Background: an optimization exercise with open tools, aiming at small area. Do not read the settings as production practice. At most, simulation tests tie the RTL to the original design; equivalence was not proved.

run A:
## pp_core
module pp_core (
    input  wire         clk,
    input  wire         rst,
    input  wire         cmd_valid,
    output wire         cmd_ready,
    input  wire [3:0]   cmd_code,
    input  wire [271:0] cmd_arg,
    output reg          rsp_valid,
    output reg  [1:0]   rsp_status,
    output wire [65:0]  rsp_data,
    output reg          tx_open_req,
    input  wire         tx_open_ack,
    input  wire         tx_open_ok,
    output reg          tx_wr_valid,
    output wire [31:0]  tx_wr_data,
    input  wire         tx_done,
    input  wire         tx_fail,
    output reg          tx_close,
    output wire [1:0]   phase,
    output wire [2:0]   err,
    output wire [1:0]   dstate
);
    localparam C_PARH   = 4'h1, C_PAR32 = 4'h2, C_ENCW  = 4'h3, C_TOBYTES = 4'h4,
               C_COUNT  = 4'h5, C_CMASK = 4'h6, C_PACKH = 4'h7, C_PACKB   = 4'h8,
               C_ENCPAT = 4'h9, C_LOAD  = 4'hA, C_START = 4'hB, C_LEN     = 4'hC,
               C_GET    = 4'hD, C_TICK  = 4'hE, C_STOP  = 4'hF;
    localparam PH_BUILD = 2'd0, PH_PLAY = 2'd1, PH_STOPPED = 2'd2, PH_HALT = 2'd3;
    localparam ST_OK = 2'd0, ST_REFUSED = 2'd1, ST_ERROR = 2'd2;
    localparam E_NONE = 3'd0, E_CONFIG = 3'd1, E_OPEN = 3'd2, E_WRITE = 3'd3, E_INDEX = 3'd4;
    reg  [511:0] cat;
    reg  [6:0]  cat_len;
    reg  [5:0]  cursor;
    reg  [1:0]  cnt_hi;               
    reg  [1:0]  cnt_lo;               
    reg  [1:0]  phase_r;
    reg  [2:0]  err_r;
    reg         stop_req;
  ...
==> flow/config.mk <==
export PLATFORM = sky130hd
export DESIGN_NAME = pp_core
export DESIGN_NICKNAME = pp_core
export VERILOG_FILES = /design/flow/design.v
export SDC_FILE = /design/flow/constraint.sdc
export NUM_CORES = 4
export LEC_CHECK = 0
export CAP_MARGIN = 0
export CORE_MARGIN = 2
export CORE_UTILIZATION = 40
export CTS_CLUSTER_DIAMETER = 70
export CTS_CLUSTER_SIZE = 28
export PLACE_DENSITY = 0.6
export SLEW_MARGIN = 0
export SYNTH_HIERARCHICAL = 1
==> flow/constraint.sdc <==
create_clock -name core_clock -period 12.0 [get_ports {clk}]
set_input_delay 2.4000 -clock core_clock [delete_from_list [all_inputs] [get_ports {clk}]]
set_output_delay 2.4000 -clock core_clock [all_outputs]
set_load 0.01 [all_outputs]
standard.sh (not shown) runs the stock make flow with config.mk's settings and CLKGATE_MAP_FILE= SYNTH_SCRIPT=/design/flow/synth_recipe.tcl, a recipe that flattens the netlist after the stock synthesis.
==> flow/flow/run.sh <==
#!/bin/bash
# The standard layout, with each port buffered by the smallest buffer
# (sky130_fd_sc_hd__buf_1) instead of the default clkdlybuf4s50_1.
set -euo pipefail
export BUFFER_PORTS_ARGS="-buffer_cell sky130_fd_sc_hd__buf_1"
bash standard.sh finish > flow_standard.log 2>&1
Relative to run A, the following input files were edited for run B:
- a change of CTS_CLUSTER_SIZE from 28 to 24
- a change of CTS_CLUSTER_DIAMETER from 70 to 80
- a change of CAP_MARGIN from 0 to 20
- a change of SLEW_MARGIN from 0 to 20
==> run notes <==
- No stage failed in run B, and the final checks on the layout all came back clean.
- Run A went all the way through synthesis, placement and routing and the layout is clean on timing, DRC and antenna.
- Compared with run A, run B shows a higher setup slack after layout.
- Combined global-route utilization of all metal layers: run B vs run A down 0.20 points
- Run B: number of cells in the finished layout apart from fillers 16 below run A
- Measured against each other, run A and run B differ in design area, the lower figure coming from run B.
diff inputs: run B => run C
- CAP_MARGIN changed from 20 to 0
- SLEW_MARGIN changed from 20 to 0
### Flow results
The endpoint of the most critical setup path comes out rc[7] in one run and rw[7] in the other, namely in run B and run C respectively.
Diff run B..run C | share of final layout cell area taken by clock buffers and inverters | negligible
Max path length in cells of the critical path across run C and run B: run C
Comparing run B with run C, the clock skew came out essentially unchanged.
Going from run B to run C, worst path arrival time went down, die footprint did not really move, non-filler instance count after layout did not really move.

Setup of oak:
Another version of the RTL of pp_core (not shown whole).
Size: ~1,700 cells after synthesis, roughly 590 flip-flops, roughly 400 I/O pins, roughly 0.028 mm² of cells after synthesis.
export LEC_CHECK = 0
export CAP_MARGIN = 20
export CORE_MARGIN = 2
export CORE_UTILIZATION = 40
export CTS_CLUSTER_DIAMETER = 80
export CTS_CLUSTER_SIZE = 24
export GPL_TIMING_DRIVEN = 0
export PLACE_DENSITY = 0.6
export SLEW_MARGIN = 20
export SYNTH_HIERARCHICAL = 1
create_clock -name core_clock -period 12.0 [get_ports {clk}]
Scripts as last shown in full above: flow/flow/run.sh
Looking at the reports, oak completed the entire flow and the layout it produced met the timing, DRC and antenna checks.
--- input diff oak..pine ---
- a deleted GPL_TIMING_DRIVEN that had been 0
## What came out
- In summary, pine completed successfully, with a layout that passed the timing, DRC and antenna checks.
- Between pine and oak, register-to-register slack is higher for oak, pine comes in under that.
- Critical path startpoint: cmd_arg[0] -> pine, cmd_arg[1] -> oak
- Summary of pine over oak: sequential share of layout area picked up an extra 1.7 points; area added between synthesis and finish lost 3.7 points; cell area lost 3.2%; endpoint arrival time on the critical path lost 0.10 ns; starting DRC count in detailed routing lost about 3.3%.
The following lists how birch was set up differently from pine:
- CAP_MARGIN: 20 -> 0
- SLEW_MARGIN: 20 -> 0
## What came out
- birch finished every stage and its layout cleared the timing, DRC and antenna checks.
- birch has more setup slack than pine.
- Between pine and birch, the per-cell via count in the routed design does not differ in any meaningful way.
- Summary of birch over pine: worst hold slack grew by 0.0075 ns, sequential cell area fraction in the yosys report held steady, layout clock buffer count grew by about 3%.

Another version of the RTL of pp_core (not shown whole).
Size: about 1900 cells after synthesis, about 30000 µm² of cells after synthesis.
Settings: LEC_CHECK=0, CAP_MARGIN=20, CORE_MARGIN=2, CORE_UTILIZATION=40, CTS_CLUSTER_DIAMETER=80, CTS_CLUSTER_SIZE=24, PLACE_DENSITY=0.6, SLEW_MARGIN=20, SYNTH_HIERARCHICAL=1; clock period 12.0 ns.
Scripts as last shown in full above: flow/flow/run.sh
The first run completed without violations.
Rerun with:
--- a/flow/config.mk
+++ b/flow/config.mk
@@ -10,4 +10,4 @@
 export CORE_UTILIZATION = 40
-export CTS_CLUSTER_DIAMETER = 80
-export CTS_CLUSTER_SIZE = 24
+export CTS_CLUSTER_DIAMETER = 60
+export CTS_CLUSTER_SIZE = 30
 export PLACE_DENSITY = 0.6
Result:
- non-clock buffer count does not change
- fmax falls by 0.98%
Function was not checked in any run of this note: the RTL went through the layout flow alone.

[port drivers added, routing unchanged]
No port has a modelled driver above. Below, the same layouts with a new extraction and two added sets of constraints. Step 1, drivers: a clkbuf_16 drives clk and a buf_2 each remaining input, both assumed. Step 2 moves the port delays by t, midway between the first and last clock arrival at a register: inputs arrive t later, outputs are due t later. That takes back most of the time a late clock gives input paths. Three values: no drivers, after step 1, after step 2; two values: the first two.
run	t, ns	setup WS [ns]	clock arrival spread, ns	slew at the worst register clock pin (ns)	worst slew at a driven data input, ns
run A	0.637	3.280 / 3.295 / 2.658	0.044 / 0.044	0.11 / 0.11	0.09
run B	0.682	3.339 / 3.359 / 2.677	0.042 / 0.042	0.10 / 0.10	0.09
run C	0.682	3.342 / 3.363 / 2.681	0.042 / 0.042	0.10 / 0.10	0.09
oak	0.673	3.037 / 3.065 / 2.392	0.028 / 0.028	0.10 / 0.10	0.09
pine	0.673	3.110 / 3.149 / 2.476	0.048 / 0.048	0.10 / 0.10	0.10
birch	0.676	3.154 / 3.179 / 2.503	0.034 / 0.034	0.10 / 0.10	0.10
the first run of note 3	0.685	2.975 / 3.001 / 2.316	0.026 / 0.026	0.10 / 0.10	0.09
the second run of note 3	0.645	2.886 / 2.913 / 2.267	0.047 / 0.047	0.11 / 0.11	0.08
After both steps every run listed still meets setup and hold. For run B, which loses most, drivers alone change the setup slack by +0.020 ns; drivers and shift together by -0.662 ns.
